Source: an optimization exercise on an open RTL-to-GDS flow (aim: small area, a short achievable clock period and few clock cycles). Production flows keep margins and buffers that such runs may drop.
Only simulation tests tie the RTL to the original design; equivalence was not proved.
Power and IR drop assume default switching activity.

==> flow/design.v (excerpt) <==
module sw_link_core (
    input  wire         clk,
    input  wire         rst,             
    input  wire [7:0]   cfg_self_addr,   
    input  wire [7:0]   cfg_peer_addr,   
    input  wire [6:0]   prog_len,        
    output wire [5:0]   prog_addr,       
    input  wire [7:0]   prog_data,       
    output wire         call_valid,
    output wire [3:0]   call_op,
    output wire [3:0]   call_len,
    output wire [111:0] call_data,
    input  wire         call_ready,
    input  wire         resp_ok,
    input  wire [1:0]   resp_mode,
    input  wire [3:0]   resp_len,
    input  wire [111:0] resp_data,
    input  wire         irq_rx,          
    input  wire         host_req,        
    input  wire [23:0]  host_slots,
    output wire [5:0]   err,
    output wire [1:0]   rej_reason,
    output wire [1:0]   lsm_state,
    output wire [5:0]   ord_code,
    output wire         halted
);
==> flow/config.mk <==
export PLATFORM = sky130hd
export DESIGN_NAME = sw_link_core
export DESIGN_NICKNAME = sw_link_core
export VERILOG_FILES = /design/flow/design.v
export SDC_FILE = /design/flow/constraint.sdc
export NUM_CORES = 4
export LEC_CHECK = 0
export ABC_AREA = 1
export CAP_MARGIN = 20
export CORE_MARGIN = 2
export CORE_UTILIZATION = 35
export CTS_CLUSTER_DIAMETER = 150
export CTS_CLUSTER_SIZE = 25
export SETUP_SLACK_MARGIN = 2.6
export SLEW_MARGIN = 20
==> flow/constraint.sdc <==
create_clock -name core_clock -period 5.0 [get_ports {clk}]
set_input_delay 1.0000 -clock core_clock [delete_from_list [all_inputs] [get_ports {clk}]]
set_output_delay 1.0000 -clock core_clock [all_outputs]
set_load 0.01 [all_outputs]
standard.sh (not shown) runs the stock make flow with config.mk's settings and CLKGATE_MAP_FILE= SYNTH_SCRIPT=/design/flow/synth_recipe.tcl, a recipe that flattens the netlist after the stock synthesis.
==> flow/flow/run.sh <==
#!/bin/bash
# Standard layout, with the port buffers made of the smallest buffer cell.
set -euo pipefail
export BUFFER_PORTS_ARGS="-buffer_cell sky130_fd_sc_hd__buf_1"
bash standard.sh > standard_flow.log 2>&1
Testbench counts at the start, summed over its fixed seeds: cycles 29,868.
==> next run, changes <==
--- a/flow/config.mk
+++ b/flow/config.mk
@@ -11,5 +11,5 @@
 export CORE_UTILIZATION = 35
 export CTS_CLUSTER_DIAMETER = 150
-export CTS_CLUSTER_SIZE = 25
-export SETUP_SLACK_MARGIN = 2.6
+export CTS_CLUSTER_SIZE = 20
+export SETUP_SLACK_MARGIN = 2.8
 export SLEW_MARGIN = 20
Wire length went up by 3.0%.
Worst setup slack gains 0.15 ns.
Utilization went up by 1.1 points.
Power went up by 4.9%.
Count of clock-buffer cells in the layout went up by 11.
Non-clock buffer count went up by 15.
Via count went up by 2.2%.
Maximum frequency went up by 6.8%.
Sequential share of layout area went down by 1.2 points.
==> next run, changes <==
--- a/flow/config.mk
+++ b/flow/config.mk
@@ -11,5 +11,5 @@
 export CORE_UTILIZATION = 35
 export CTS_CLUSTER_DIAMETER = 150
-export CTS_CLUSTER_SIZE = 20
-export SETUP_SLACK_MARGIN = 2.8
+export CTS_CLUSTER_SIZE = 25
+export SETUP_SLACK_MARGIN = 2.4
 export SLEW_MARGIN = 20
Outcome: Final cell count decreases slightly; synthesized cell count is unchanged; die area does not change; power came out lower by a few percent; clock power drops by roughly a tenth; routed wire length goes down by a few percent; setup slack loses 0.38 ns; via count fell slightly; final area goes down by a few percent; combinational power came out lower by roughly a tenth; global-route usage shrinks by 0.95 points.
==> next run, changes <==
--- a/flow/config.mk
+++ b/flow/config.mk
@@ -7,9 +7,9 @@
 export LEC_CHECK = 0
 export ABC_AREA = 1
-export CAP_MARGIN = 20
+export CAP_MARGIN = 10
 export CORE_MARGIN = 2
 export CORE_UTILIZATION = 35
 export CTS_CLUSTER_DIAMETER = 150
 export CTS_CLUSTER_SIZE = 25
-export SETUP_SLACK_MARGIN = 2.4
-export SLEW_MARGIN = 20
+export SETUP_SLACK_MARGIN = 2.8
+export SLEW_MARGIN = 10
Result: Clock skew rises by 0.0057 ns; combinational power grows by 14%; global-route usage rose by 0.92 points; via count came out higher by 0.79%; wire length is higher by 4.1%; first-iteration DRC count came out lower by 5.1%; final area rose by 2.6%; final cell count rose by 0.75%; sequential share of layout area fell by 1.1 points; sequential cell count is unchanged; synthesized cell count stays the same.

* * *

Setup of oak:
Starting RTL as in the previous note.
// sw_link_core
module sw_link_core (
    input  wire         clk,
    input  wire         rst,             
    input  wire [7:0]   cfg_self_addr,   
    input  wire [7:0]   cfg_peer_addr,   
    input  wire [6:0]   prog_len,        
    output wire [5:0]   prog_addr,       
    input  wire [7:0]   prog_data,       
    output wire         call_valid,
    output wire [3:0]   call_op,
    output wire [3:0]   call_len,
    output wire [111:0] call_data,
    input  wire         call_ready,
    input  wire         resp_ok,
    input  wire [1:0]   resp_mode,
    input  wire [3:0]   resp_len,
    input  wire [111:0] resp_data,
    input  wire         irq_rx,          
    input  wire         host_req,        
    input  wire [23:0]  host_slots,
    output wire [5:0]   err,
    output wire [1:0]   rej_reason,
    output wire [1:0]   lsm_state,
    output wire [5:0]   ord_code,
    output wire         halted
);
clock: 5.0 ns
lec_check: 0
abc_area: 1
cap_margin: 20
core_margin: 2
core_utilization: 35
cts_cluster_diameter: 150
cts_cluster_size: 25
setup_slack_margin: 2.7
slew_margin: 20
Scripts as last shown in full above: flow/flow/run.sh
Testbench counts of oak, summed over its fixed seeds: cycles 29,868.
For pine, these inputs were changed with respect to oak:
# oak
export LEC_CHECK = 0
export ABC_AREA = 1
export CAP_MARGIN = 20
export CORE_MARGIN = 2
export CORE_UTILIZATION = 35
export CTS_CLUSTER_DIAMETER = 150
export CTS_CLUSTER_SIZE = 25
export SETUP_SLACK_MARGIN = 2.7
export SLEW_MARGIN = 20
create_clock -name core_clock -period 5.0 [get_ports {clk}]
# pine
export LEC_CHECK = 0
export ABC_AREA = 1
export CAP_MARGIN = 20
export CORE_MARGIN = 2
export CORE_UTILIZATION = 35
export CTS_CLUSTER_DIAMETER = 150
export CTS_CLUSTER_SIZE = 25
export SETUP_SLACK_MARGIN = 3.0
export SLEW_MARGIN = 20
create_clock -name core_clock -period 5.0 [get_ports {clk}]
==> comparison <==
- Diff oak -> pine: total chip power has increased, cell area power density dropped about 6%, cell count after synthesis was more or less identical.
- pine vs. oak: met2 routing resource usage after global routing went up by 2.2 points.
- Against oak, pine comes in about 9% higher on wire length.
- Summary of the comparison: final weighted congestion of routability-driven global placement is lower in pine, relative to oak.
- Side by side, clock-buffer cell count turned out lower in pine than in oak.
- pine vs oak — total non-filler cell area in the finished layout rose 0.0022 mm2.
- Final setup TNS came out exactly the same in pine and oak.
- When the final numbers for pine and oak were put side by side, the fraction of power consumed by combinational cells turned out to be greater in pine.
- Critical path startpoint = pc[0]: pine; critical path startpoint = pc[2]: oak
- oak has higher fraction of area in multi-input gates than pine.

## re-timing with driven ports
No port has a modelled driver above. Below, the same layouts with a new extraction and two added sets of constraints. Step 1 assumes that a clkbuf_16 drives the clock port and a buf_2 every other input. Step 2 adds t to the input delays and takes it off the output delays; t is the mean of the earliest and latest rising clock arrival at the registers after step 1. Input paths then give back, and output paths get back, about the clock's delay inside the block. a / b / c = no drivers / after step 1 / after step 2; a / b = the first two.
| run | t (ns) | setup slack, ns | latest minus earliest clock arrival (ns) | worst slew at a driven data input, ns |
|---|---|---|---|---|
| the first run of note 1 | 0.634 | 2.683 / 2.625 / 2.156 | 0.021 / 0.022 | 0.10 |
| the second run of note 1 | 0.650 | 2.829 / 2.774 / 2.261 | 0.040 / 0.040 | 0.08 |
| the third run of note 1 | 0.633 | 2.452 / 2.452 / 1.926 | 0.026 / 0.027 | 0.10 |
| the fourth run of note 1 | 0.626 | 2.831 / 2.779 / 2.293 | 0.032 / 0.032 | 0.08 |
| oak | 0.629 | 2.751 / 2.694 / 2.226 | 0.016 / 0.017 | 0.10 |
| pine | 0.631 | 2.796 / 2.738 / 2.231 | 0.030 / 0.030 | 0.09 |
After both steps every run listed still meets setup and hold. The setup slack of the second run of note 1, which loses most, moves by -0.055 ns with the drivers and by -0.568 ns with both steps.
